This is an optimization exercise on Yosys and OpenROAD, whose aim is small area, a short achievable clock period and few clock cycles, not a production implementation. Function was checked by simulation only, so behaviour that the tests miss may differ from the original.

## flow/design.v (module list and top-level ports; edited modules follow where they fit)
// module acc_sum: 88 lines
// module sq53: 1687 lines
// module rms_unit: 138 lines
// module sq_stage1: 27 lines
// module sq_stage2: 41 lines
// module gotune_gate: 112 lines
module gotune_gate (
    input  wire        clk,
    input  wire        rst,
    input  wire        start_valid,
    output wire        start_ready,
    input  wire [15:0] cfg_n,
    input  wire [63:0] cfg_silence,
    input  wire        s_valid,
    output wire        s_ready,
    input  wire [63:0] s_data,
    output wire        r_valid,
    output wire [63:0] r_rms,
    output wire        r_silent
);
  // ...
==> flow/run.sh <==
#!/bin/bash
# synth_recipe.tcl (not shown) runs the flow's synth.tcl, then flattens the netlist and writes it again
# the make line also repeats each setting of config.mk as NAME=value (left out here)
make -C /OpenROAD-flow-scripts/flow DESIGN_CONFIG=/design/flow/config.mk WORK_HOME=/design/flow/orfs CLKGATE_MAP_FILE= SYNTH_SCRIPT=/design/flow/synth_recipe.tcl finish
==> flow/config.mk <==
export PLATFORM = sky130hd
export DESIGN_NAME = gotune_gate
export DESIGN_NICKNAME = gotune_gate
export VERILOG_FILES = /design/flow/design.v
export SDC_FILE = /design/flow/constraint.sdc
export NUM_CORES = 4
export LEC_CHECK = 0
export ABC_AREA = 1
export CAP_MARGIN = 20
export CORE_MARGIN = 2
export CORE_UTILIZATION = 40
export PLACE_DENSITY = 0.5
export SLEW_MARGIN = 20
==> flow/constraint.sdc <==
create_clock -name core_clock -period 40.0 [get_ports {clk}]
set_input_delay 8.0000 -clock core_clock [delete_from_list [all_inputs] [get_ports {clk}]]
set_output_delay 8.0000 -clock core_clock [all_outputs]
set_load 0.01 [all_outputs]
==> impl_metrics.json, run 1 <==
{
  "wl_per_cell_um": 25.3,
  "min_period_over_period_pct": 24.6,
  "routed_via_density": 5.74,
  "outcome": "no timing/DRC/antenna violations",
  "skew_ns": 0.0679,
  "multi_input_area_share_pct": 62.6,
  "grt_pass1_vias": 80738,
  "whs_endpoint": "p_e[2]$_DFF_P_",
  "reg2reg_from": "p_e[1]$_DFF_P_",
  "ys_top_cells_by_count": "nand2_1, inv_1, o21ai_0",
  "ys_types": 77,
  "reg2reg_depth": 43,
  "drt_iter0_markers": 7995,
  "multiInputGateArea_um2": 58300,
  "hpwl_mm": 283,
  "postCtsHoldBufs": 0,
  "hold_path_class": "reg2reg",
  "ys.flop_type": "dfxtp_1",
  "use_met3_pct": 4.79,
  "drt_pass1_iterations": 9,
  "clock_path_buffers": 3,
  "rsz0062_at_grt": "false",
  "n_all_buffers": 418,
  "ctsResizeCount": 0,
  "tns_ns": 0
}
Testbench counts, summed over its fixed seeds: cycles 70,942.
==> inputs of run 2 (changes only) <==
==> flow/flow/run.sh (new file) <==
#!/bin/bash
# The standard layout (the standard.sh, unchanged synthesis and steps),
# with one difference: the buffer that the flow puts on every input and output
# port is a sky130_fd_sc_hd__buf_2 instead of the flow's default choice.
# make's full output goes to standard_flow.log; each ORFS step keeps its own
# log under orfs/logs/.
set -euo pipefail
export BUFFER_PORTS_ARGS="-buffer_cell sky130_fd_sc_hd__buf_2"
bash standard.sh > standard_flow.log 2>&1
==> flow/standard.sh (new file) <==
#!/bin/bash
# synth_recipe.tcl (not shown) runs the flow's synth.tcl, then flattens the netlist and writes it again
# the make line also repeats each setting of config.mk as NAME=value (left out here)
make -C /OpenROAD-flow-scripts/flow DESIGN_CONFIG=/design/flow/config.mk WORK_HOME=/design/flow/orfs CLKGATE_MAP_FILE= SYNTH_SCRIPT=/design/flow/synth_recipe.tcl "${@:-finish}"
removed: flow/run.sh
==> impl_metrics.json, run 2 <==
{
  "arrival_ns": 1.42,
  "grt_pass1_wl_mm": 537,
  "cp_cell_sequence": "buf_2",
  "synth_edf_count": 337,
  "synth.avg_cell_area_um2": 7.34,
  "grt_util_all_layers_pct": 33.0,
  "design.die.area_um2": 216000,
  "path_class": "reg2out",
  "drcViolationCount": 0,
  "ys_warn_count": 4,
  "crit_family": "flip-flops",
  "worst_slack_ns": 30.58,
  "pre_cts_ws_ns": 30.87,
  "hold_path_class": "reg2reg",
  "drt_pass1_iterations": 6,
  "fin_nets": 12726,
  "fin_util_pct": 43.4,
  "wl_mm": 367,
  "die_y_um": 464,
  "antenna_found_initial": 10,
  "clk_pin_slew_ns": 0.06,
  "routed_via_density": 5.76,
  "outcome": "no timing/DRC/antenna violations",
  "synth_seq_cells": 698,
  "ys_top_cells_by_count": "nand2_1, inv_1, o21ai_0",
  "maxCapViolations": 0,
  "fp.dieW_um": 464,
  "initial_core_util_pct": 40.1,
  "async_flop_share_pct": 0,
  "fmax_mhz": 106,
  "hpwl_mm": 283,
  "ys.flop_type": "dfxtp_1",
  "antenna_left": 0,
  "rsz0062_at_grt": "false",
  "whs_ns": 0.355,
  "core_um2": 211000,
  "num_rows": 169,
  "tns_ns": 0,
  "synth_fp_nets": 12812,
  "slew_headroom_pct": 15.3,
  "cpMaxStageDelayCell": "edfxtp_1",
  "ys_top_cells_by_area": "fa_1, edfxtp_1, xor2_1, dfxtp_1, nand2_1",
  "ioPinCount": 216,
  "setup_viol": 0,
  "globalRoute.totalOverflow": 0,
  "fill_cells": 22027,
  "min_period_over_period_pct": 23.5,
  "fin_crit_ns": 9.42,
  "clockRootBuffer": "clkbuf_16",
  "regMostFlops": "s_front",
  "skew_ns": 0.0465,
  "vias": 82691,
  "worstPathMaxFanout": 2,
  "mostFrequentLayoutCell": "nand2_1",
  "synth.most_common_cell": "nand2_1",
  "worstSkewPairLatency_ns": 0.75,
  "regArea_um2": 17300,
  "grt_pass1_vias": 82140,
  "synth_area_um2": 84800,
  "gp_congestion": 1.00,
  "largest_register_ffs": 64,
  "wl_per_cell_um": 25.5,
  "ctsHtreeMaxLevel": 3,
  "postCtsHoldBufs": 0,
  "drt_iter0_markers": 7984,
  "ctsResizeCount": 0,
  "synthCells": 11558,
  "grt_max_degree": 103,
  "cts_inserted_buffers": 84,
  "final_hold_viol_count": 0,
  "ys_types": 77,
  "drive_gt1_share_pct": 6.28,
  "critPathRequiredTime_ns": 32.00,
  "yosys.area.top_type": "fa_1",
  "port_buffers": 213,
  "cp_num_buf_inv": 1,
  "ys_seq_area_share_pct": 20.5,
  "syn_to_final_growth_pct": 8.20,
  "yosys.area.top_type_share_pct": 15.2,
  "finalMaxSlewViolations": 0,
  "most-common-layout-cells": "nand2_1, inv_1, o21ai_0",
  "clock_path_buffers": 3,
  "tightest_slew_ns": 1.26,
  "cts_setup_buffers": 0,
  "cp-end-kind": "output port",
  "multiInputGateArea_um2": 58300,
  "worstSetupStartpointType": "flip-flop",
  "cts_sinks": 698,
  "cts_tree": "built",
  "slowest_delay_ns": 0.48
}
==> run 2: cell count changes in the layout (fill, tap and decap cells not counted), moves of 5 or more <==
cell	previous run	this run
buf_2	0	213
bufinv_16	14	3
clkbuf_8	5	10
clkdlybuf4s50_1	213	0
clkinv_1	59	64
clkinv_2	14	8
==> run 2: logic make-up (layout without fill, tap and decap cells) <==
| family | after synthesis | in the layout | synth area share (%) |
|---|---|---|---|
| buf+inv | 2502 | 2484 | 11.1 |
| fa+ha+maj | 1108 | 1108 | 22.1 |
| compound gates | 2694 | 2694 | 18.5 |
| other cells | 1 | 7 | 0.00442 |
| flops | 698 | 698 | 20.5 |
| mux | 25 | 25 | 0.298 |
| xor+xnor | 927 | 927 | 9.58 |
| simple gates | 3603 | 3603 | 18.0 |
==> run 2: worst register-to-register path: cells and delay by family, from the launching register on <==
family,cells,cell delay (ns)
AO/OA/AOI/OAI,8,1.51
adder cells (fa/ha/maj),2,0.78
buffers and inverters,4,1.04
flip-flops,1,0.65
AND/OR/NAND/NOR,27,5.18
==> run 2: layout make-up <==
type                    instances  area share (%)
repair buffers                421            2.88
clock buffers                 113            2.56
flip-flops and latches        698            18.9
multi-input cells            8358            63.5
well taps                    2821            3.85
diodes                          6          0.0164
inverters                    1909            7.81
clock inverters                41           0.487
==> run 2: metal layers <==
layer	vias to the layer above	wire length, µm	GRT usage, %
li1	38111	-	-
met1	40045	148000	41.8
met2	3631	170000	54.6
met3	898	26700	5.13
met4	6	21400	16.5
met5	-	34	0
==> run 2: final timing paths <==
| path | cells after the start | from | slack (ns) | endpoint |
|---|---|---|---|---|
| setup / recovery | 1 | u_rms.s_back[42]$_DFFE_PP_ | 30.58 | r_rms[42] |
| setup reg to reg | 41 | p_e[1]$_DFF_P_ | 30.72 | u_sum.z_s[1]$_SDFF_PP1_ |
| hold reg to reg | 0 | xin[58]$_DFF_P_ | 0.35 | p_e[6]$_DFF_P_ |
| hold / removal | 0 | xin[58]$_DFF_P_ | 0.35 | p_e[6]$_DFF_P_ |
==> run 2: stage by stage <==
step           cells  cell area, µm²
2_1_floorplan  11558           84800
3_3_place_gp   14205           88900
3_5_place_dp   14206           88900
4_1_cts        14360           91700
5_1_grt        14361           91700
6_report       14367           91800
==> module acc_sum, before the edit <==
module acc_sum (
    input  wire               clk,
    input  wire               rst,
    input  wire               take,      
    input  wire               b_v,       
    input  wire [51:0]        b_f,
    input  wire signed [11:0] b_e,
    input  wire               b_inf,
    input  wire               b_nan,
    output wire [63:0]        acc        
);
    localparam [63:0] QNAN = 64'h7FF8000000000000;
    localparam [63:0] PINF = 64'h7FF0000000000000;
    reg         z_v;
    reg  [51:0] z_f;
    reg  [10:0] z_e;
    reg         z_inf, z_nan;
    reg         z_neg;      
    reg         z_m1;       
    reg  [5:0]  z_s;        
    reg         z_big;      
    reg  [52:0] a_m;
    reg  [10:0] a_e;
    reg         a_c;
    reg         a_inf, a_nan;
    assign acc = a_nan ? QNAN : a_inf ? PINF : {1'b0, a_m[52] ? a_e : 11'd0, a_m[51:0]};
    wire        case_a = !z_neg || (z_m1 && a_c);
    wire [55:0] aw     = {a_m, 3'b000};
    wire [55:0] bw     = {1'b1, z_f, 3'b000};
    wire [55:0] pre    = case_a ? bw : aw;
    wire [55:0] x      = case_a ? aw : bw;
    wire        extra  = case_a ? (!z_neg && a_c) : !a_c;
    reg  [55:0] lowm;
    integer i;
    always @* begin
        for (i = 0; i < 56; i = i + 1)
            lowm[i] = (i < z_s);
    end
    wire        stk1   = z_big ? (pre != 56'd0) : |(pre & lowm);
    wire [55:0] sh1    = z_big ? 56'd0 : (pre >> z_s);
    wire [55:0] z      = extra ? {1'b0, sh1[55:2], sh1[1] | sh1[0] | stk1}
                               : {sh1[55:1], sh1[0] | stk1};
    wire [10:0] eb     = case_a ? a_e : z_e;
    wire [53:0] u      = {1'b0, x[55:3]} + {1'b0, z[55:3]};
    wire [54:0] u1c    = {1'b0, x[55:3], 1'b1} + {1'b0, z[55:3], 1'b1};
    wire [53:0] u1     = u1c[54:1];
    wire        zst    = z[1] | z[0];
    wire        rup0   = z[2] & (zst | u[0]);             
    wire        rup1   = u[0] & (z[2] | zst | u[1]);      
    wire        cy     = u[53];
    wire [52:0] m_new  = cy ? (rup1 ? u1[53:1] : u[53:1])
                            : (rup0 ? {u1[53] | u1[52], u1[51:0]} : u[52:0]);
    wire        c_new  = cy | (rup0 & u1[53]);
    wire [10:0] eb_p1  = eb + 11'd1;
    wire [10:0] e2     = c_new ? eb_p1 : eb;
    wire        ovf    = c_new && (eb == 11'd2046);
    wire        clr    = rst || take;
    wire [10:0] e_next = clr ? 11'd1 : (z_v ? eb : a_e);
    wire signed [12:0] d = $signed({2'b00, e_next}) - $signed({b_e[11], b_e});
    wire [12:0] ndm1   = -d - 13'd1;
    wire [12:0] sd     = d[12] ? ndm1 : d;
    always @(posedge clk) begin
        z_v   <= b_v && !rst;
        z_f   <= b_f;
        z_e   <= b_e[10:0];
        z_inf <= b_inf;
        z_nan <= b_nan;
        z_neg <= d[12];
        z_m1  <= (d == -13'sd1);
        z_s   <= (sd >= 13'd63) ? 6'd63 : sd[5:0];
        z_big <= (sd >= 13'd56);
        if (clr) begin
            a_m   <= 53'd0;
            a_e   <= 11'd1;
            a_c   <= 1'b0;
            a_inf <= 1'b0;
            a_nan <= 1'b0;
        end else if (z_v) begin
            a_m   <= m_new;
            a_e   <= e2;
            a_c   <= c_new;
            a_inf <= a_inf || z_inf || ovf;
            a_nan <= a_nan || z_nan;
        end else begin
            a_c   <= 1'b0;
        end
    end
endmodule
==> module rms_unit, before the edit <==
module rms_unit (
    input  wire        clk,
    input  wire        rst,         
    input  wire        rst_out,     
    input  wire        job,         
    input  wire        job_empty,   
    input  wire [15:0] n_in,        
    input  wire [63:0] s_in,
    input  wire [63:0] acc,         
    output wire        take,        
    output wire        idle,
    output reg         r_valid,
    output wire [63:0] r_rms,
    output reg         r_silent
);
    localparam [62:0] QNAN = 63'h7FF8000000000000;
    localparam [62:0] PINF = 63'h7FF0000000000000;
    localparam [2:0] B_IDLE = 3'd0, B_WAIT = 3'd1, B_DIV = 3'd2, B_DPACK = 3'd3,
                     B_SQRT = 3'd4, B_SPACK = 3'd5, B_FIN = 3'd6, B_DUNPK = 3'd7;
    reg  [2:0]  state;
    reg  [5:0]  it;
    reg         started;
    reg         empty_q;
    reg  [11:0] ex;           
    reg  [53:0] w;            
    reg  [62:0] r;            
    reg  [54:0] sr;           
    reg  [62:0] s_back;       
    assign take  = (state == B_WAIT) && (it == 6'd0);
    assign idle  = (state == B_IDLE);
    assign r_rms = {1'b0, s_back};
    wire [10:0] pe = acc[62:52];
    wire        p_nan  = (pe == 11'h7FF) && (acc[51:0] != 52'd0);
    wire        p_inf  = (pe == 11'h7FF) && (acc[51:0] == 52'd0);
    wire        p_zero = (acc[62:0] == 63'd0);
    wire [15:0] dv    = sr[54:39];
    wire [16:0] rin   = {sr[15:0], w[53]};
    wire [17:0] dsub  = {1'b0, rin} - {2'b00, dv};
    wire        qb    = !dsub[17];
    wire [53:0] rq    = {r[52:0], qb};
    wire [11:0] ex_m1 = ex - 12'd1;
    wire        use_q = (state == B_DPACK);
    wire        stk   = use_q ? (sr[15:0] != 16'd0) : (sr != 55'd0);
    wire [10:0] pk_e  = r[53] ? ex[10:0] : 11'd0;
    wire [62:0] pk    = {pk_e, r[52:1]} + {62'd0, r[0] & (r[1] | stk)};
    wire [10:0] qe    = r[62:52];
    wire [10:0] qeu   = (qe == 11'd0) ? 11'd1 : qe;
    wire [52:0] qm    = {qe != 11'd0, r[51:0]};
    wire [11:0] re    = ({1'b0, qeu} + 12'd1022 + {11'd0, qeu[0]}) >> 1;
    wire [1:0]  pair  = w[53:52];
    wire [56:0] sin   = {sr, pair};
    wire [56:0] trial = {1'b0, r[53:0], 2'b01};
    wire [57:0] ssub  = {1'b0, sin} - {1'b0, trial};
    wire        rb    = !ssub[57];
    wire        cnt_it = started || (pair != 2'b00);
    always @(posedge clk) begin
        r_valid <= 1'b0;
        if (rst) begin
            state   <= B_IDLE;
        end else begin
            case (state)
                B_IDLE: begin
                    sr[54:39] <= n_in;
                    s_back    <= (!s_in[63] && !((s_in[62:52] == 11'h7FF) && (s_in[51:0] != 52'd0)))
                                 ? s_in[62:0] : 63'd0;
                    if (job) begin
                        empty_q <= job_empty;
                        it      <= 6'd2;
                        state   <= B_WAIT;
                    end
                end
                B_WAIT: begin
                    it <= it - 6'd1;
                    if (it == 6'd0) begin
                        w        <= {(pe != 11'd0), acc[51:0], 1'b0};
                        ex       <= {1'b0, (pe == 11'd0) ? 11'd1 : pe} + 12'd54;
                        r        <= 63'd0;
                        sr[15:0] <= 16'd0;
                        if (empty_q || p_zero) begin
                            state <= B_FIN;
                        end else if (p_nan) begin
                            r     <= QNAN;
                            state <= B_FIN;
                        end else if (p_inf) begin
                            r     <= PINF;
                            state <= B_FIN;
                        end else begin
                            state <= B_DIV;
                        end
                    end
                end
                B_DIV: begin
                    sr[15:0] <= qb ? dsub[15:0] : rin[15:0];
                    w        <= {w[52:0], 1'b0};
                    r[53:0]  <= rq;
                    ex       <= ex_m1;
                    if (rq[53] || (ex_m1 == 12'd1)) state <= B_DPACK;
                end
                B_DPACK: begin
                    r     <= pk;
                    state <= B_DUNPK;
                end
                B_DUNPK: begin
                    w       <= qeu[0] ? {1'b0, qm} : {qm, 1'b0};
                    ex      <= re;
                    r       <= 63'd0;
                    sr      <= 55'd0;
                    it      <= 6'd0;
                    started <= 1'b0;
                    state   <= (r == 63'd0) ? B_FIN : B_SQRT;
                end
                B_SQRT: begin
                    w       <= {w[51:0], 2'b00};
                    sr      <= rb ? ssub[54:0] : sin[54:0];
                    r[53:0] <= {r[52:0], rb};
                    started <= cnt_it;
                    if (cnt_it) begin
                        it <= it + 6'd1;
                        if (it == 6'd53) state <= B_SPACK;
                    end else begin
                        ex <= ex_m1;
                    end
                end
                B_SPACK: begin
                    r     <= pk;
                    state <= B_FIN;
                end
                B_FIN: begin
                    r_valid  <= !rst_out;
                    r_silent <= empty_q || (s_back > r);
                    s_back   <= r;
                    state    <= B_IDLE;
                end
                default: state <= B_IDLE;
            endcase
        end
    end
endmodule
==> module sq_stage1, before the edit <==
module sq_stage1 (
    input  wire [63:0]  x,
    output wire [55:0]  ha,
    output wire [55:0]  hb,
    output wire         cin,
    output wire         st50,    
    output wire         p105,    
    output wire [10:0]  ex,
    output wire         zero,    
    output wire         inf,
    output wire         nan
);
    wire [51:0]  fx = x[51:0];
    wire [52:0]  m  = {1'b1, fx};
    wire [105:0] pa, pb;
    sq53 u_sq (.m(m), .pa(pa), .pb(pb));
    wire [50:0]  lo = {1'b0, pa[49:0]} + {1'b0, pb[49:0]};
    assign ha   = pa[105:50];
    assign hb   = pb[105:50];
    assign cin  = lo[50];
    assign st50 = |m[24:0];
    assign p105 = (m >= 53'h16A09E667F3BCD);
    assign ex   = x[62:52];
    assign zero = (ex == 11'd0);
    assign inf  = (ex == 11'h7FF) && (fx == 52'd0);
    assign nan  = (ex == 11'h7FF) && (fx != 52'd0);
endmodule
==> module sq_stage2, before the edit <==
module sq_stage2 (
    input  wire [55:0]        ha,
    input  wire [55:0]        hb,
    input  wire               cin,
    input  wire               st50,
    input  wire               p105,
    input  wire [10:0]        ex,
    input  wire               zero_i,
    input  wire               inf_i,
    input  wire               nan_i,
    output wire [51:0]        f,
    output wire signed [11:0] eo,
    output wire               zero,
    output wire               inf,
    output wire               nan
);
    wire [55:0] q    = ha + hb + {55'd0, cin};    
    wire signed [12:0] g = 13'sd1026 - $signed({1'b0, ex, 1'b0});
    wire        g_big = (g >= 13'sd57);
    wire        g_hi  = (g >= 13'sd3);
    wire [5:0]  lp    = g_hi ? g[5:0] : {4'd0, 1'b1, p105};    
    reg  [55:0] mask;
    integer i;
    always @* begin
        for (i = 0; i < 56; i = i + 1)
            mask[i] = (i < lp);
    end
    wire        guard  = q[lp - 6'd1];
    wire        lsb    = (lp <= 6'd55) ? q[lp] : 1'b0;
    wire        sticky = (|(q & {1'b0, mask[55:1]})) | st50;
    wire        rup    = guard & (sticky | lsb);
    wire [56:0] y      = ({1'b0, q | mask} + {56'd0, rup}) & {1'b1, ~mask};
    wire        rc   = p105 ? y[56] : y[55];
    wire signed [13:0] e0 = $signed({2'b00, ex, 1'b0}) - 14'sd1023 + $signed({13'd0, p105});
    wire signed [13:0] e  = rc ? e0 + 14'sd1 : e0;
    assign f    = p105 ? y[54:3] : y[53:2];
    assign eo   = e[11:0];
    assign nan  = nan_i;
    assign inf  = !nan_i && (inf_i || (!zero_i && e >= 14'sd2047));
    assign zero = !nan_i && !inf_i && (zero_i || g_big || (y[56:54] == 3'b000));
endmodule
==> module gotune_gate, before the edit <==
module gotune_gate (
    input  wire        clk,
    input  wire        rst,
    input  wire        start_valid,
    output wire        start_ready,
    input  wire [15:0] cfg_n,
    input  wire [63:0] cfg_silence,
    input  wire        s_valid,
    output wire        s_ready,
    input  wire [63:0] s_data,
    output wire        r_valid,
    output wire [63:0] r_rms,
    output wire        r_silent
);
    reg         rst_q;
    reg         st_rdy;        
    reg         sm_rdy;        
    reg         pend;          
    reg         pend_empty;
    reg         job, job_empty;
    reg  [15:0] cnt;           
    reg  [15:0] n_front;
    reg  [63:0] s_front;
    assign start_ready = st_rdy;
    assign s_ready     = sm_rdy;
    wire start_fire = start_valid && st_rdy;
    wire s_fire     = s_valid && sm_rdy;
    reg  [63:0] xin;
    reg         vin;
    reg  [55:0] p_a, p_b;
    reg         p_cin, p_st, p_105;
    reg  [10:0] p_e;
    reg         p_z, p_inf, p_nan, p_v;
    wire [55:0] s1_a, s1_b;
    wire        s1_cin, s1_st, s1_105;
    wire [10:0] s1_e;
    wire        s1_z, s1_inf, s1_nan;
    sq_stage1 u_s1 (.x(xin), .ha(s1_a), .hb(s1_b), .cin(s1_cin), .st50(s1_st), .p105(s1_105), .ex(s1_e),
                    .zero(s1_z), .inf(s1_inf), .nan(s1_nan));
    wire [51:0] s2_f;
    wire [11:0] s2_e;
    wire        s2_z, s2_inf, s2_nan;
    sq_stage2 u_s2 (.ha(p_a), .hb(p_b), .cin(p_cin), .st50(p_st), .p105(p_105), .ex(p_e),
                    .zero_i(p_z), .inf_i(p_inf), .nan_i(p_nan),
                    .f(s2_f), .eo(s2_e), .zero(s2_z), .inf(s2_inf), .nan(s2_nan));
    wire [63:0] acc;
    wire        take, b_idle;
    acc_sum u_sum (.clk(clk), .rst(rst_q), .take(take), .b_v(p_v && !s2_z), .b_f(s2_f), .b_e(s2_e),
                   .b_inf(s2_inf), .b_nan(s2_nan), .acc(acc));
    rms_unit u_rms (.clk(clk), .rst(rst_q), .rst_out(rst || rst_q), .job(job), .job_empty(job_empty),
                    .n_in(n_front), .s_in(s_front), .acc(acc), .take(take), .idle(b_idle),
                    .r_valid(r_valid), .r_rms(r_rms), .r_silent(r_silent));
    wire free    = b_idle && !job;
    wire is_last = vin ? (cnt == 16'd2) : (cnt == 16'd1);
    wire is_zero = (cnt == 16'd0) && !vin;
    always @(posedge clk) begin
        rst_q <= rst;
        xin   <= s_data;
        p_a   <= s1_a;
        p_b   <= s1_b;
        p_cin <= s1_cin;
        p_st  <= s1_st;
        p_105 <= s1_105;
        p_e   <= s1_e;
        p_z   <= s1_z;
        p_inf <= s1_inf;
        p_nan <= s1_nan;
        if (!sm_rdy && !pend) begin
            cnt     <= cfg_n;
            n_front <= cfg_n;
            s_front <= cfg_silence;
        end else begin
            cnt <= cnt - {15'd0, vin};
        end
        job_empty <= pend ? pend_empty : is_zero;
        if (!pend) pend_empty <= is_zero;
        vin <= s_fire && !rst;
        if (rst_q) begin
            p_v  <= 1'b0;
            pend <= 1'b0;
        end else begin
            p_v <= vin;
        end
        job <= 1'b0;
        if (rst) begin
            st_rdy <= 1'b0;
            sm_rdy <= 1'b0;
        end else if (rst_q) begin
            st_rdy <= 1'b1;
            sm_rdy <= 1'b0;
        end else begin
            if (start_fire) begin
                st_rdy <= 1'b0;
                sm_rdy <= 1'b1;
            end
            if (sm_rdy && ((s_fire && is_last) || is_zero)) begin
                sm_rdy <= 1'b0;
                if (free) begin
                    job    <= 1'b1;
                    st_rdy <= 1'b1;
                end else begin
                    pend   <= 1'b1;
                end
            end
            if (pend && free) begin
                pend      <= 1'b0;
                job       <= 1'b1;
                st_rdy    <= 1'b1;
            end
        end
    end
endmodule
==> inputs of run 3 (changes only) <==
--- a/flow/design.v
+++ b/flow/design.v
@@ -8,8 +8,9 @@
     input  wire               b_inf,
     input  wire               b_nan,
-    output wire [63:0]        acc        
+    output reg  [52:0]        a_m,
+    output reg  [10:0]        a_e,
+    output reg                a_inf,
+    output reg                a_nan
 );
-    localparam [63:0] QNAN = 64'h7FF8000000000000;
-    localparam [63:0] PINF = 64'h7FF0000000000000;
     reg         z_v;
     reg  [51:0] z_f;
@@ -20,9 +21,5 @@
     reg  [5:0]  z_s;        
     reg         z_big;      
-    reg  [52:0] a_m;
-    reg  [10:0] a_e;
-    reg         a_c;
-    reg         a_inf, a_nan;
-    assign acc = a_nan ? QNAN : a_inf ? PINF : {1'b0, a_m[52] ? a_e : 11'd0, a_m[51:0]};
+    reg         a_c;        
     wire        case_a = !z_neg || (z_m1 && a_c);
     wire [55:0] aw     = {a_m, 3'b000};
@@ -1782,5 +1779,8 @@
     input  wire [15:0] n_in,        
     input  wire [63:0] s_in,
-    input  wire [63:0] acc,         
+    input  wire [52:0] a_m,         
+    input  wire [10:0] a_e,         
+    input  wire        a_inf,       
+    input  wire        a_nan,
     output wire        take,        
     output wire        idle,
@@ -1792,12 +1792,14 @@
     localparam [62:0] PINF = 63'h7FF0000000000000;
     localparam [2:0] B_IDLE = 3'd0, B_WAIT = 3'd1, B_DIV = 3'd2, B_DPACK = 3'd3,
-                     B_SQRT = 3'd4, B_SPACK = 3'd5, B_FIN = 3'd6, B_DUNPK = 3'd7;
+                     B_SQRT = 3'd4, B_SPACK = 3'd5, B_FIN = 3'd6;
+    localparam [1:0] K_ZERO = 2'd0, K_NAN = 2'd1, K_INF = 2'd2;
     reg  [2:0]  state;
     reg  [5:0]  it;
     reg         started;
     reg         empty_q;
+    reg  [1:0]  kind;
     reg  [11:0] ex;           
     reg  [53:0] w;            
-    reg  [62:0] r;            
+    reg  [53:0] r;            
     reg  [54:0] sr;           
     reg  [62:0] s_back;       
@@ -1805,8 +1807,4 @@
     assign idle  = (state == B_IDLE);
     assign r_rms = {1'b0, s_back};
-    wire [10:0] pe = acc[62:52];
-    wire        p_nan  = (pe == 11'h7FF) && (acc[51:0] != 52'd0);
-    wire        p_inf  = (pe == 11'h7FF) && (acc[51:0] == 52'd0);
-    wire        p_zero = (acc[62:0] == 63'd0);
     wire [15:0] dv    = sr[54:39];
     wire [16:0] rin   = {sr[15:0], w[53]};
@@ -1819,11 +1817,11 @@
     wire [10:0] pk_e  = r[53] ? ex[10:0] : 11'd0;
     wire [62:0] pk    = {pk_e, r[52:1]} + {62'd0, r[0] & (r[1] | stk)};
-    wire [10:0] qe    = r[62:52];
+    wire [10:0] qe    = pk[62:52];
     wire [10:0] qeu   = (qe == 11'd0) ? 11'd1 : qe;
-    wire [52:0] qm    = {qe != 11'd0, r[51:0]};
+    wire [52:0] qm    = {qe != 11'd0, pk[51:0]};
     wire [11:0] re    = ({1'b0, qeu} + 12'd1022 + {11'd0, qeu[0]}) >> 1;
     wire [1:0]  pair  = w[53:52];
     wire [56:0] sin   = {sr, pair};
-    wire [56:0] trial = {1'b0, r[53:0], 2'b01};
+    wire [56:0] trial = {1'b0, r, 2'b01};
     wire [57:0] ssub  = {1'b0, sin} - {1'b0, trial};
     wire        rb    = !ssub[57];
@@ -1848,19 +1846,13 @@
                     it <= it - 6'd1;
                     if (it == 6'd0) begin
-                        w        <= {(pe != 11'd0), acc[51:0], 1'b0};
-                        ex       <= {1'b0, (pe == 11'd0) ? 11'd1 : pe} + 12'd54;
-                        r        <= 63'd0;
+                        w        <= {a_m, 1'b0};
+                        ex       <= {1'b0, a_e} + 12'd54;
+                        r        <= 54'd0;
                         sr[15:0] <= 16'd0;
-                        if (empty_q || p_zero) begin
+                        kind     <= empty_q ? K_ZERO : a_nan ? K_NAN : a_inf ? K_INF : K_ZERO;
+                        if (empty_q || a_nan || a_inf || (a_m == 53'd0))
                             state <= B_FIN;
-                        end else if (p_nan) begin
-                            r     <= QNAN;
-                            state <= B_FIN;
-                        end else if (p_inf) begin
-                            r     <= PINF;
-                            state <= B_FIN;
-                        end else begin
+                        else
                             state <= B_DIV;
-                        end
                     end
                 end
@@ -1868,25 +1860,21 @@
                     sr[15:0] <= qb ? dsub[15:0] : rin[15:0];
                     w        <= {w[52:0], 1'b0};
-                    r[53:0]  <= rq;
+                    r        <= rq;
                     ex       <= ex_m1;
                     if (rq[53] || (ex_m1 == 12'd1)) state <= B_DPACK;
                 end
                 B_DPACK: begin
-                    r     <= pk;
-                    state <= B_DUNPK;
-                end
-                B_DUNPK: begin
                     w       <= qeu[0] ? {1'b0, qm} : {qm, 1'b0};
                     ex      <= re;
-                    r       <= 63'd0;
+                    r       <= 54'd0;
                     sr      <= 55'd0;
                     it      <= 6'd0;
                     started <= 1'b0;
-                    state   <= (r == 63'd0) ? B_FIN : B_SQRT;
+                    state   <= (pk == 63'd0) ? B_FIN : B_SQRT;
                 end
                 B_SQRT: begin
                     w       <= {w[51:0], 2'b00};
                     sr      <= rb ? ssub[54:0] : sin[54:0];
-                    r[53:0] <= {r[52:0], rb};
+                    r       <= {r[52:0], rb};
                     started <= cnt_it;
                     if (cnt_it) begin
@@ -1898,11 +1886,13 @@
                 end
                 B_SPACK: begin
-                    r     <= pk;
-                    state <= B_FIN;
+                    r_valid  <= !rst_out;
+                    r_silent <= empty_q || (s_back > pk);
+                    s_back   <= pk;
+                    state    <= B_IDLE;
                 end
                 B_FIN: begin
                     r_valid  <= !rst_out;
-                    r_silent <= empty_q || (s_back > r);
-                    s_back   <= r;
+                    r_silent <= empty_q || ((kind == K_ZERO) && (s_back != 63'd0));
+                    s_back   <= (kind == K_NAN) ? QNAN : (kind == K_INF) ? PINF : 63'd0;
                     state    <= B_IDLE;
                 end
@@ -1914,9 +1904,6 @@
 module sq_stage1 (
     input  wire [63:0]  x,
-    output wire [55:0]  ha,
-    output wire [55:0]  hb,
-    output wire         cin,
+    output wire [55:0]  q,       
     output wire         st50,    
-    output wire         p105,    
     output wire [10:0]  ex,
     output wire         zero,    
@@ -1928,10 +1915,7 @@
     wire [105:0] pa, pb;
     sq53 u_sq (.m(m), .pa(pa), .pb(pb));
-    wire [50:0]  lo = {1'b0, pa[49:0]} + {1'b0, pb[49:0]};
-    assign ha   = pa[105:50];
-    assign hb   = pb[105:50];
-    assign cin  = lo[50];
+    wire [105:0] p  = pa + pb;
+    assign q    = p[105:50];
     assign st50 = |m[24:0];
-    assign p105 = (m >= 53'h16A09E667F3BCD);
     assign ex   = x[62:52];
     assign zero = (ex == 11'd0);
@@ -1940,9 +1924,6 @@
 endmodule
 module sq_stage2 (
-    input  wire [55:0]        ha,
-    input  wire [55:0]        hb,
-    input  wire               cin,
+    input  wire [55:0]        q,        
     input  wire               st50,
-    input  wire               p105,
     input  wire [10:0]        ex,
     input  wire               zero_i,
@@ -1955,5 +1936,5 @@
     output wire               nan
 );
-    wire [55:0] q    = ha + hb + {55'd0, cin};    
+    wire        p105 = q[55];
     wire signed [12:0] g = 13'sd1026 - $signed({1'b0, ex, 1'b0});
     wire        g_big = (g >= 13'sd57);
@@ -2009,26 +1990,30 @@
     reg  [63:0] xin;
     reg         vin;
-    reg  [55:0] p_a, p_b;
-    reg         p_cin, p_st, p_105;
+    reg  [55:0] p_q;
+    reg         p_st;
     reg  [10:0] p_e;
     reg         p_z, p_inf, p_nan, p_v;
-    wire [55:0] s1_a, s1_b;
-    wire        s1_cin, s1_st, s1_105;
+    wire [55:0] s1_q;
+    wire        s1_st;
     wire [10:0] s1_e;
     wire        s1_z, s1_inf, s1_nan;
-    sq_stage1 u_s1 (.x(xin), .ha(s1_a), .hb(s1_b), .cin(s1_cin), .st50(s1_st), .p105(s1_105), .ex(s1_e),
+    sq_stage1 u_s1 (.x(xin), .q(s1_q), .st50(s1_st), .ex(s1_e),
                     .zero(s1_z), .inf(s1_inf), .nan(s1_nan));
     wire [51:0] s2_f;
     wire [11:0] s2_e;
     wire        s2_z, s2_inf, s2_nan;
-    sq_stage2 u_s2 (.ha(p_a), .hb(p_b), .cin(p_cin), .st50(p_st), .p105(p_105), .ex(p_e),
+    sq_stage2 u_s2 (.q(p_q), .st50(p_st), .ex(p_e),
                     .zero_i(p_z), .inf_i(p_inf), .nan_i(p_nan),
                     .f(s2_f), .eo(s2_e), .zero(s2_z), .inf(s2_inf), .nan(s2_nan));
-    wire [63:0] acc;
+    wire [52:0] a_m;
+    wire [10:0] a_e;
+    wire        a_inf, a_nan;
     wire        take, b_idle;
     acc_sum u_sum (.clk(clk), .rst(rst_q), .take(take), .b_v(p_v && !s2_z), .b_f(s2_f), .b_e(s2_e),
-                   .b_inf(s2_inf), .b_nan(s2_nan), .acc(acc));
+                   .b_inf(s2_inf), .b_nan(s2_nan),
+                   .a_m(a_m), .a_e(a_e), .a_inf(a_inf), .a_nan(a_nan));
     rms_unit u_rms (.clk(clk), .rst(rst_q), .rst_out(rst || rst_q), .job(job), .job_empty(job_empty),
-                    .n_in(n_front), .s_in(s_front), .acc(acc), .take(take), .idle(b_idle),
+                    .n_in(n_front), .s_in(s_front), .a_m(a_m), .a_e(a_e), .a_inf(a_inf), .a_nan(a_nan),
+                    .take(take), .idle(b_idle),
                     .r_valid(r_valid), .r_rms(r_rms), .r_silent(r_silent));
     wire free    = b_idle && !job;
@@ -2038,9 +2023,6 @@
         rst_q <= rst;
         xin   <= s_data;
-        p_a   <= s1_a;
-        p_b   <= s1_b;
-        p_cin <= s1_cin;
+        p_q   <= s1_q;
         p_st  <= s1_st;
-        p_105 <= s1_105;
         p_e   <= s1_e;
         p_z   <= s1_z;
==> impl_metrics.json, run 3 <==
{
  "cts_tree": "built",
  "tightest_slew_ns": 1.21,
  "outcome": "no timing/DRC/antenna violations",
  "min_path_cells": 0,
  "synth.avg_cell_area_um2": 7.33,
  "ys_types": 76,
  "grt_pass1_wl_mm": 518,
  "reg2reg_depth": 28,
  "final_hold_viol_count": 0,
  "drive_gt1_share_pct": 6.29,
  "largest_register_ffs": 64,
  "rsz0062_at_grt": "false",
  "slew_headroom_pct": 18.2,
  "maxCapViolations": 0,
  "globalRoute.totalOverflow": 0,
  "ctsHtreeMaxLevel": 3,
  "initial_core_util_pct": 40.3,
  "largest_registers": "s_front x64, u_rms.s_back x63, xin x63",
  "min_period_over_period_pct": 25.0,
  "async_flop_share_pct": 0,
  "synthCells": 11270,
  "placed_cell_area_um2": 86500,
  "fin_nets": 12432,
  "cp.depth": 28,
  "synth_area_um2": 82700,
  "ys_top_cells_by_count": "nand2_1, inv_1, xor2_1",
  "cts_sinks": 633,
  "finalMaxSlewViolations": 0,
  "ys_top_cells_by_area": "fa_1, edfxtp_1, xor2_1, nand2_1, inv_1",
  "yosys.area.top_type_share_pct": 15.6,
  "grt_util_all_layers_pct": 32.6,
  "yosys.area.top_type": "fa_1",
  "critPathRequiredTime_ns": 40.61,
  "die_y_um": 459,
  "grt_pass1_vias": 78576,
  "worst_slack_ns": 30.01,
  "synth_edf_count": 330,
  "tns_ns": 0,
  "skew_ns": 0.0464,
  "ys_warn_count": 4,
  "antenna_left": 0,
  "setup_viol": 0,
  "arrival_ns": 10.60,
  "synth_fp_nets": 12514,
  "hpwl_mm": 272,
  "synth_seq_cells": 633,
  "fill_cells": 21236,
  "most-common-layout-cells": "nand2_1, inv_1, xor2_1",
  "core_um2": 205000,
  "port_buffers": 213,
  "clockRootBuffer": "clkbuf_16",
  "pre_cts_ws_ns": 30.17,
  "drcViolationCount": 0,
  "cts_inserted_buffers": 80,
  "worstPathMaxFanout": 20,
  "fmax_mhz": 100,
  "routed_via_density": 5.78,
  "drt_iter0_markers": 7981,
  "syn_to_final_growth_pct": 8.02,
  "wl_per_cell_um": 25.3,
  "antenna_found_initial": 8,
  "ctsResizeCount": 0,
  "cp_num_buf_inv": 5,
  "crit_family": "adder cells",
  "ioPinCount": 216,
  "slowest_delay_ns": 1.06,
  "cts_setup_buffers": 0,
  "clk_pin_slew_ns": 0.06,
  "drt_pass1_iterations": 6,
  "regMostFlops": "s_front",
  "gp_congestion": 0.968,
  "synth.most_common_cell": "nand2_1",
  "hold_path_class": "reg2reg",
  "cp-end-kind": "flip-flop",
  "mostFrequentLayoutCell": "nand2_1",
  "vias": 80640,
  "num_rows": 166,
  "worstSetupStartpointType": "flip-flop",
  "grt_max_degree": 131,
  "path_class": "reg2reg",
  "postLayoutCellArea_um2": 89300,
  "fin_crit_ns": 9.99,
  "wl_mm": 353,
  "design.die.area_um2": 210000,
  "worstSkewPairLatency_ns": 0.75,
  "postCtsHoldBufs": 0,
  "clock_path_buffers": 3,
  "ys.flop_type": "edfxtp_1",
  "ys_seq_area_share_pct": 19.3,
  "fp.dieW_um": 459,
  "cpMaxStageDelayCell": "nor2_2"
}
[run 3: logic make-up (layout without fill, tap and decap cells)]
family          Yosys count  after routing  share of synthesized area (%)
fa+ha+maj              1098           1098                           22.5
simple gates           3392           3392                           17.3
mux                      29             29                          0.353
other cells               1              5                        0.00454
flops                   633            633                           19.3
compound gates         2685           2685                           18.9
buf+inv                2439           2423                           11.2
xor+xnor                993            993                           10.5
[run 3: final cells by class]
cell class / count / area (µm²) / area share, %
sequential: 633 / 16000 / 17.9
multi-input combinational: 8198 / 57700 / 64.6
clock buffer: 95 / 2170 / 2.43
antenna: 4 / 10.0 / 0.0112
timing repair buffer: 398 / 2460 / 2.75
inverter: 1877 / 7050 / 7.89
clock inverter: 53 / 602 / 0.674
tap: 2688 / 3360 / 3.77
[run 3: final timing paths]
| kind | slack [ns] | endpoint | startpoint |
|---|---|---|---|
| setup / recovery | 30.01 | p_q[53]$_DFF_P_ | xin[17]$_DFF_P_ |
| hold / removal | 0.35 | p_e[0]$_DFF_P_ | xin[52]$_DFF_P_ |
| setup reg to reg | 30.01 | p_q[53]$_DFF_P_ | xin[17]$_DFF_P_ |
| hold reg to reg | 0.35 | p_e[0]$_DFF_P_ | xin[52]$_DFF_P_ |
[run 3: worst reg2reg max path: cells and delay by family, from the launching register on]
family,cells,cell delay (ns)
xor gates and xnor gates,2,0.38
buffers and inverters,5,1.87
DFF,1,0.48
and+or+nand+nor,4,1.35
adders and majority gates,6,2.91
AOI/OAI and AO/OA,11,2.91
[run 3: routing by layer]
layer | GRT usage, % | wire length, µm | share of wire (%) | up-vias
li1 | - | - | - | 37185
met1 | 42.6 | 147000 | 42 | 39077
met2 | 52.9 | 161000 | 46 | 3637
met3 | 5.25 | 26300 | 7.5 | 737
met4 | 14.9 | 18500 | 5.2 | 4
met5 | 0 | 227 | 0.064 | -
[run 3: through the flow]
step           hold slack [ns]  util, %  std cells
5_1_grt                  0.357     43.6      13945
2_1_floorplan            0.331        -      11270
6_report                 0.349     43.6      13946
4_1_cts                  0.349     43.5      13942
3_3_place_gp             0.345     42.2      13794
3_5_place_dp             0.336     42.2      13794
Testbench counts of run 3, summed over its fixed seeds: cycles 70,926.
==> inputs of run 4 (changes only) <==
--- a/flow/design.v
+++ b/flow/design.v
@@ -1809,6 +1809,7 @@
     wire [15:0] dv    = sr[54:39];
     wire [16:0] rin   = {sr[15:0], w[53]};
-    wire [17:0] dsub  = {1'b0, rin} - {2'b00, dv};
-    wire        qb    = !dsub[17];
+    wire [16:0] dsub;
+    wire        qb;                         
+    bk_add #(17, 32) u_dsub (.a(rin), .b(~{1'b0, dv}), .ci(1'b1), .s(dsub), .co(qb));
     wire [53:0] rq    = {r[52:0], qb};
     wire [11:0] ex_m1 = ex - 12'd1;
@@ -1816,5 +1817,7 @@
     wire        stk   = use_q ? (sr[15:0] != 16'd0) : (sr != 55'd0);
     wire [10:0] pk_e  = r[53] ? ex[10:0] : 11'd0;
-    wire [62:0] pk    = {pk_e, r[52:1]} + {62'd0, r[0] & (r[1] | stk)};
+    wire [62:0] pk;
+    wire        pk_co;
+    bk_add #(63, 64) u_pk (.a({pk_e, r[52:1]}), .b(63'd0), .ci(r[0] & (r[1] | stk)), .s(pk), .co(pk_co));
     wire [10:0] qe    = pk[62:52];
     wire [10:0] qeu   = (qe == 11'd0) ? 11'd1 : qe;
@@ -1824,6 +1827,10 @@
     wire [56:0] sin   = {sr, pair};
     wire [56:0] trial = {1'b0, r, 2'b01};
-    wire [57:0] ssub  = {1'b0, sin} - {1'b0, trial};
-    wire        rb    = !ssub[57];
+    wire [56:0] ssub;
+    wire        rb;                         
+    bk_add #(57, 64) u_ssub (.a(sin), .b(~trial), .ci(1'b1), .s(ssub), .co(rb));
+    wire [62:0] cmp_s;
+    wire        rms_ge_s;
+    bk_add #(63, 64) u_cmp (.a(pk), .b(~s_back), .ci(1'b1), .s(cmp_s), .co(rms_ge_s));
     wire        cnt_it = started || (pair != 2'b00);
     always @(posedge clk) begin
@@ -1887,5 +1894,5 @@
                 B_SPACK: begin
                     r_valid  <= !rst_out;
-                    r_silent <= empty_q || (s_back > pk);
+                    r_silent <= empty_q || !rms_ge_s;
                     s_back   <= pk;
                     state    <= B_IDLE;
@@ -1904,6 +1911,9 @@
 module sq_stage1 (
     input  wire [63:0]  x,
-    output wire [55:0]  q,       
+    output wire [55:0]  ha,
+    output wire [55:0]  hb,
+    output wire         cin,
     output wire         st50,    
+    output wire         p105,    
     output wire [10:0]  ex,
     output wire         zero,    
@@ -1915,7 +1925,10 @@
     wire [105:0] pa, pb;
     sq53 u_sq (.m(m), .pa(pa), .pb(pb));
-    wire [105:0] p  = pa + pb;
-    assign q    = p[105:50];
+    wire [50:0]  lo = {1'b0, pa[49:0]} + {1'b0, pb[49:0]};
+    assign ha   = pa[105:50];
+    assign hb   = pb[105:50];
+    assign cin  = lo[50];
     assign st50 = |m[24:0];
+    assign p105 = (m >= 53'h16A09E667F3BCD);
     assign ex   = x[62:52];
     assign zero = (ex == 11'd0);
@@ -1924,6 +1937,9 @@
 endmodule
 module sq_stage2 (
-    input  wire [55:0]        q,        
+    input  wire [55:0]        ha,
+    input  wire [55:0]        hb,
+    input  wire               cin,
     input  wire               st50,
+    input  wire               p105,
     input  wire [10:0]        ex,
     input  wire               zero_i,
@@ -1936,5 +1952,5 @@
     output wire               nan
 );
-    wire        p105 = q[55];
+    wire [55:0] q    = ha + hb + {55'd0, cin};    
     wire signed [12:0] g = 13'sd1026 - $signed({1'b0, ex, 1'b0});
     wire        g_big = (g >= 13'sd57);
@@ -1951,5 +1967,8 @@
     wire        sticky = (|(q & {1'b0, mask[55:1]})) | st50;
     wire        rup    = guard & (sticky | lsb);
-    wire [56:0] y      = ({1'b0, q | mask} + {56'd0, rup}) & {1'b1, ~mask};
+    wire [56:0] yi;
+    wire        yi_co;
+    bk_add #(57, 64) u_inc (.a({1'b0, q | mask}), .b(57'd0), .ci(rup), .s(yi), .co(yi_co));
+    wire [56:0] y      = yi & {1'b1, ~mask};
     wire        rc   = p105 ? y[56] : y[55];
     wire signed [13:0] e0 = $signed({2'b00, ex, 1'b0}) - 14'sd1023 + $signed({13'd0, p105});
@@ -1961,4 +1980,31 @@
     assign zero = !nan_i && !inf_i && (zero_i || g_big || (y[56:54] == 3'b000));
 endmodule
+module bk_add #(parameter N = 8, parameter M = 8) (    
+    input  wire [N-1:0] a,
+    input  wire [N-1:0] b,
+    input  wire         ci,
+    output wire [N-1:0] s,
+    output wire         co
+);
+    reg [N-1:0] g, p;
+    integer d, i;
+    always @* begin
+        g = a & b;
+        p = a ^ b;
+        g[0] = g[0] | (p[0] & ci);
+        for (d = 1; d < M; d = d * 2)
+            for (i = 2 * d - 1; i < N; i = i + 2 * d) begin
+                g[i] = g[i] | (p[i] & g[i - d]);
+                p[i] = p[i] & p[i - d];
+            end
+        for (d = M / 4; d >= 1; d = d / 2)
+            for (i = 3 * d - 1; i < N; i = i + 2 * d) begin
+                g[i] = g[i] | (p[i] & g[i - d]);
+                p[i] = p[i] & p[i - d];
+            end
+    end
+    assign s  = (a ^ b) ^ {g[N-2:0], ci};
+    assign co = g[N-1];
+endmodule
 module gotune_gate (
     input  wire        clk,
@@ -1990,18 +2036,18 @@
     reg  [63:0] xin;
     reg         vin;
-    reg  [55:0] p_q;
-    reg         p_st;
+    reg  [55:0] p_a, p_b;
+    reg         p_cin, p_st, p_105;
     reg  [10:0] p_e;
     reg         p_z, p_inf, p_nan, p_v;
-    wire [55:0] s1_q;
-    wire        s1_st;
+    wire [55:0] s1_a, s1_b;
+    wire        s1_cin, s1_st, s1_105;
     wire [10:0] s1_e;
     wire        s1_z, s1_inf, s1_nan;
-    sq_stage1 u_s1 (.x(xin), .q(s1_q), .st50(s1_st), .ex(s1_e),
+    sq_stage1 u_s1 (.x(xin), .ha(s1_a), .hb(s1_b), .cin(s1_cin), .st50(s1_st), .p105(s1_105), .ex(s1_e),
                     .zero(s1_z), .inf(s1_inf), .nan(s1_nan));
     wire [51:0] s2_f;
     wire [11:0] s2_e;
     wire        s2_z, s2_inf, s2_nan;
-    sq_stage2 u_s2 (.q(p_q), .st50(p_st), .ex(p_e),
+    sq_stage2 u_s2 (.ha(p_a), .hb(p_b), .cin(p_cin), .st50(p_st), .p105(p_105), .ex(p_e),
                     .zero_i(p_z), .inf_i(p_inf), .nan_i(p_nan),
                     .f(s2_f), .eo(s2_e), .zero(s2_z), .inf(s2_inf), .nan(s2_nan));
@@ -2023,6 +2069,9 @@
         rst_q <= rst;
         xin   <= s_data;
-        p_q   <= s1_q;
+        p_a   <= s1_a;
+        p_b   <= s1_b;
+        p_cin <= s1_cin;
         p_st  <= s1_st;
+        p_105 <= s1_105;
         p_e   <= s1_e;
         p_z   <= s1_z;
==> impl_metrics.json, run 4 <==
{
  "ys_top_cells_by_count": "inv_1, nand2_1, xor2_1",
  "ys_types": 76,
  "ys_warn_count": 7,
  "synth_fp_nets": 12580,
  "whs_endpoint": "p_e[7]$_DFF_P_",
  "arrival_ns": 1.46,
  "worstSetupStartpointType": "flip-flop",
  "worstSkewPairLatency_ns": 0.77,
  "drcViolationCount": 0,
  "grt_pass1_vias": 77801,
  "clockRootBuffer": "clkbuf_16",
  "grt_max_degree": 104,
  "clock_path_buffers": 3,
  "critPathRequiredTime_ns": 32.00,
  "cts_sinks": 691,
  "async_flop_share_pct": 0,
  "synth.avg_cell_area_um2": 7.45,
  "most-common-layout-cells": "inv_1, nand2_1, xor2_1",
  "globalRoute.totalOverflow": 0,
  "final_hold_viol_count": 0,
  "cp-end-kind": "output port",
  "ys.flop_type": "dfxtp_1",
  "largest_register_ffs": 64,
  "initial_core_util_pct": 40.3,
  "fin_nets": 12496,
  "multiInputGateArea_um2": 56600,
  "ctsHtreeMaxLevel": 3,
  "synthCells": 11239,
  "postLayoutCellArea_um2": 90900,
  "regArea_um2": 17100,
  "ioPinCount": 216,
  "skew_ns": 0.0734,
  "worstReg2RegEnd": "u_sum.z_s[3]$_SDFF_PP1_",
  "antenna_left": 0,
  "setup_viol": 0,
  "ys_top_cells_by_area": "fa_1, edfxtp_1, inv_1, xor2_1, dfxtp_1",
  "fin_util_pct": 43.8,
  "fp.dieW_um": 462,
  "port_buffers": 213,
  "yosys.area.top_type": "fa_1",
  "path_class": "reg2out",
  "slowest_delay_ns": 0.52,
  "postCtsHoldBufs": 0,
  "synth_edf_count": 330,
  "syn_to_final_growth_pct": 8.58,
  "mostFrequentLayoutCell": "inv_1",
  "wl_per_cell_um": 25.3,
  "reg2reg_depth": 53,
  "tightest_slew_ns": 1.18,
  "clk_pin_slew_ns": 0.06,
  "grt_util_all_layers_pct": 32.7,
  "fmax_mhz": 106,
  "regMostFlops": "s_front",
  "synth.most_common_cell": "inv_1",
  "ys_seq_area_share_pct": 20.5,
  "crit_family": "flip-flops",
  "fin_crit_ns": 9.46,
  "rsz0062_at_grt": "false",
  "synth_seq_cells": 691,
  "tns_ns": 0,
  "min_period_over_period_pct": 23.7,
  "min_path_cells": 0,
  "whs_ns": 0.352,
  "hp-start": "xin[59]$_DFF_P_",
  "maxCapViolations": 0,
  "hold_path_class": "reg2reg",
  "routed_via_density": 5.69,
  "vias": 79773,
  "reg2reg_from": "p_e[1]$_DFF_P_",
  "drt_pass1_iterations": 7,
  "largest_registers": "s_front x64, u_rms.s_back x63, xin x63",
  "finalMaxSlewViolations": 0,
  "regToRegSetupSlack_ns": 31.67,
  "yosys.area.top_type_share_pct": 16.2,
  "cpMaxStageDelayCell": "edfxtp_1",
  "num_rows": 167,
  "hpwl_mm": 273,
  "ctsResizeCount": 0,
  "design.die.area_um2": 213000,
  "gp_congestion": 0.974,
  "cts_setup_buffers": 0,
  "drt_iter0_markers": 8677,
  "worstPathMaxFanout": 2,
  "critPathLaunch": "u_rms.s_back[25]$_DFFE_PP_",
  "core_um2": 208000,
  "cts_tree": "built",
  "cp_num_buf_inv": 1,
  "antenna_found_initial": 12,
  "placed_cell_area_um2": 87700,
  "wl_mm": 355,
  "grt_pass1_wl_mm": 519,
  "outcome": "no timing/DRC/antenna violations",
  "die_y_um": 462,
  "cts_inserted_buffers": 88,
  "fill_cells": 21521,
  "cp_cell_sequence": "buf_2",
  "synth_area_um2": 83800,
  "slew_headroom_pct": 20.3,
  "drive_gt1_share_pct": 6.30
}
## run 4: kinds of logic (layout without fill, tap and decap cells)
kind of cell	after synthesis	in the layout	synth area share, %
AOI/OAI and AO/OA	2438	2438	17.3
xor gates and xnor gates	900	900	9.41
adders and majority gates	1195	1195	23.9
buffers and inverters	2699	2688	12.2
DFF	691	691	20.5
muxes	23	23	0.279
other	1	5	0.00448
and+or+nand+nor	3292	3292	16.5
## run 4: cell type report
type                       count  area share [%]
tap                         2788            3.84
multi-input combinational   7849            62.3
sequential                   691            18.8
clock inverter                45           0.572
clock buffer                 118            2.86
inverter                    2118            8.74
antenna                        4          0.0110
timing repair buffer         407            2.84
## run 4: metrics by stage
step | instances | setup slack, ns
floorplan | 11239 | 31.18
global placement | 13850 | 30.89
detailed placement | 13851 | 30.90
CTS | 14014 | 30.51
global route | 14019 | 30.52
finish | 14020 | 30.54
## run 4: worst max-delay path by stage
| stage | cells after the start | slack (ns) | endpoint |
|---|---|---|---|
| after CTS | 1 | 30.51 | r_rms[25] |
| after global routing | 1 | 30.52 | r_rms[25] |
| after detailed placement | 9 | 30.90 | pend$_DFF_P_ |
| after global placement | 9 | 30.89 | st_rdy$_SDFF_PP0_ |
| after floorplan | 8 | 31.18 | pend$_DFF_P_ |
| final | 1 | 30.54 | r_rms[25] |
## run 4: layer usage
| metal | vias to the layer above | track usage [%] | wire length (µm) |
|---|---|---|---|
| met1 | 38471 | 42.2 | 144000 |
| met2 | 3834 | 52.6 | 160000 |
| met3 | 874 | 5.43 | 28900 |
| met5 | - | 0 | 73 |
| met4 | 12 | 16.6 | 21700 |
| li1 | 36582 | - | - |
Testbench counts of run 4, summed over its fixed seeds: cycles 70,926.
==> inputs of run 5 (changes only) <==
--- a/flow/config.mk
+++ b/flow/config.mk
@@ -9,5 +9,5 @@
 export CAP_MARGIN = 20
 export CORE_MARGIN = 2
-export CORE_UTILIZATION = 40
-export PLACE_DENSITY = 0.5
+export CORE_UTILIZATION = 48
+export PLACE_DENSITY = 0.6
 export SLEW_MARGIN = 20
==> impl_metrics.json, run 5 <==
{
  "outcome": "no timing/DRC/antenna violations",
  "synth_edf_count": 330,
  "fin_crit_ns": 9.38,
  "path_class": "reg2out",
  "fill_cells": 17263,
  "cts_tree": "built",
  "gp_congestion": 1.03,
  "synthCells": 11239,
  "grt_pass1_vias": 78149,
  "hold_path_class": "reg2reg",
  "tightest_slew_ns": 1.29,
  "synth_seq_cells": 691,
  "critPathRequiredTime_ns": 32.00,
  "ys_warn_count": 7,
  "syn_to_final_growth_pct": 7.48,
  "clk_pin_slew_ns": 0.06,
  "largest_register_ffs": 64,
  "skew_ns": 0.0411,
  "core_um2": 174000,
  "design.die.area_um2": 178000,
  "async_flop_share_pct": 0,
  "synth.most_common_cell": "inv_1",
  "vias": 80320,
  "cpMaxStageDelayCell": "edfxtp_1",
  "port_buffers": 213,
  "wl_met2_mm": 155,
  "reg2reg_from": "p_e[1]$_DFF_P_",
  "min_path_cells": 0,
  "whs_ns": 0.384,
  "min_period_over_period_pct": 23.5,
  "cp_num_buf_inv": 1,
  "cts_setup_buffers": 0,
  "grt_pass1_wl_mm": 500,
  "maxCapViolations": 0,
  "whs_endpoint": "p_e[4]$_DFF_P_",
  "synth.avg_cell_area_um2": 7.45,
  "globalRoute.totalOverflow": 0,
  "finalMaxSlewViolations": 0,
  "drt_iter0_markers": 8631,
  "num_rows": 153,
  "hpwl_mm": 261,
  "synth_fp_nets": 12580,
  "ioPinCount": 216,
  "tns_ns": 0,
  "regToRegSetupSlack_ns": 31.61,
  "fin_nets": 12491,
  "ys_top_cells_by_count": "inv_1, nand2_1, xor2_1",
  "worstSetupStartpointType": "flip-flop",
  "arrival_ns": 1.38,
  "ys.flop_type": "dfxtp_1",
  "largest_registers": "s_front x64, u_rms.s_back x63, xin x63",
  "fin_util_pct": 51.8,
  "grt_util_all_layers_pct": 37.0,
  "ys_types": 76,
  "drt_pass1_iterations": 8,
  "initial_core_util_pct": 48.2,
  "yosys.area.top_type": "fa_1",
  "drive_gt1_share_pct": 6.19,
  "die_y_um": 422,
  "postCtsHoldBufs": 0,
  "clockRootBuffer": "clkbuf_16",
  "slowest_delay_ns": 0.47,
  "cp_cell_sequence": "buf_2",
  "ctsResizeCount": 0,
  "top_layer_used": "met5",
  "grt_max_degree": 110,
  "worstSkewPairLatency_ns": 0.74,
  "hp-start": "xin[56]$_DFF_P_",
  "antenna_found_initial": 3,
  "worstPathMaxFanout": 2,
  "rsz0062_at_grt": "false",
  "drcViolationCount": 0,
  "wl_per_cell_um": 25.0,
  "fmax_mhz": 107,
  "clock_path_buffers": 3,
  "cts_sinks": 691,
  "cts_inserted_buffers": 84,
  "setup_viol": 0,
  "wl_mm": 338,
  "fp.dieW_um": 422,
  "regMostFlops": "s_front",
  "synth_area_um2": 83800,
  "reg2reg_depth": 47,
  "most-common-layout-cells": "inv_1, nand2_1, xor2_1",
  "antenna_left": 0,
  "mostFrequentLayoutCell": "inv_1",
  "final_hold_viol_count": 0,
  "ctsHtreeMaxLevel": 3,
  "routed_via_density": 5.93,
  "yosys.area.top_type_share_pct": 16.2,
  "worstReg2RegEnd": "u_sum.z_s[3]$_SDFF_PP1_",
  "cp-end-kind": "output port",
  "slew_headroom_pct": 13.2,
  "wl_met3_mm": 29.2,
  "ys_top_cells_by_area": "fa_1, edfxtp_1, inv_1, xor2_1, dfxtp_1",
  "crit_family": "flip-flops",
  "ys_seq_area_share_pct": 20.5,
  "wl_met1_mm": 131
}
-- run 5: cell counts after synthesis --
No cell type changed its count.
-- run 5: worst max-delay path by stage --
stage / startpoint / endpoint / depth (start not counted) / slack (ns)
after detailed placement: s_valid / pend$_DFF_P_ / 9 / 30.91
after CTS: sm_rdy$_SDFFE_PP0P_ / s_ready / 1 / 30.58
after global placement: s_valid / job$_SDFF_PN0_ / 9 / 30.93
final: u_rms.s_back[49]$_DFFE_PP_ / r_rms[49] / 1 / 30.62
after floorplan: s_valid / pend$_DFF_P_ / 8 / 31.18
after global routing: sm_rdy$_SDFFE_PP0P_ / s_ready / 1 / 30.56
-- run 5: cell families after synthesis --
family | Yosys count | synth area share, %
DFF | 691 | 20.5
other | 1 | 0.00448
AOI/OAI and AO/OA | 2438 | 17.3
xor gates and xnor gates | 900 | 9.41
and+or+nand+nor | 3292 | 16.5
adders and majority gates | 1195 | 23.9
muxes | 23 | 0.279
buffers and inverters | 2699 | 12.2
-- run 5: per-stage QoR --
step | worst slack (ns) | cell area (µm²) | std cells
CTS | 30.58 | 90000 | 13543
floorplan | 31.18 | 83800 | 11239
global placement | 30.93 | 87100 | 13386
global route | 30.56 | 90000 | 13546
detailed placement | 30.91 | 87100 | 13386
finish | 30.62 | 90000 | 13547
-- run 5: per-layer routing --
layer | track usage, % | vias to the layer above
met2 | 60.2 | 4252
met3 | 6.23 | 1002
met4 | 20.9 | 2
met1 | 46.6 | 38480
li1 | - | 36584
met5 | 0 | -
-- run 5: area by class of cell --
cell class	instances	area [µm²]	area share, %
tap	2325	2910	3.23
clock buffer	114	2390	2.65
multi-input combinational	7849	56600	62.9
antenna	1	2.50	0.00278
clock inverter	43	454	0.505
timing repair buffer	406	2540	2.83
inverter	2118	7950	8.83
sequential	691	17100	19.0

-- separate check: timing with driven ports --
How much do the figures lean on ideal ports? The routed layouts below were timed once more, with nothing changed but the port constraints.
Step 1 assumes that a clkbuf_16 drives the clock port and a buf_2 every other input.
Step 2 also shifts input and output timing later by t, the mid clock arrival at the registers, as if the neighbouring blocks saw the same clock.
Slacks: ideal / step 1 / step 2; pairs: ideal / step 1.
| run | shift t [ns] | setup slack, ns | worst setup path at the end |
|---|---|---|---|
| run 1 | 0.804 | 30.180 / 30.089 / 30.752 | input to register |
| run 2 | 0.812 | 30.581 / 30.492 / 30.718 | register to register |
| run 3 | 0.810 | 30.009 / 30.009 / 30.009 | register to register |
| run 4 | 0.825 | 30.539 / 30.447 / 30.843 | input to register |
| run 5 | 0.807 | 30.618 / 30.527 / 30.870 | input to register |
After both steps setup and hold are still met in every run listed.
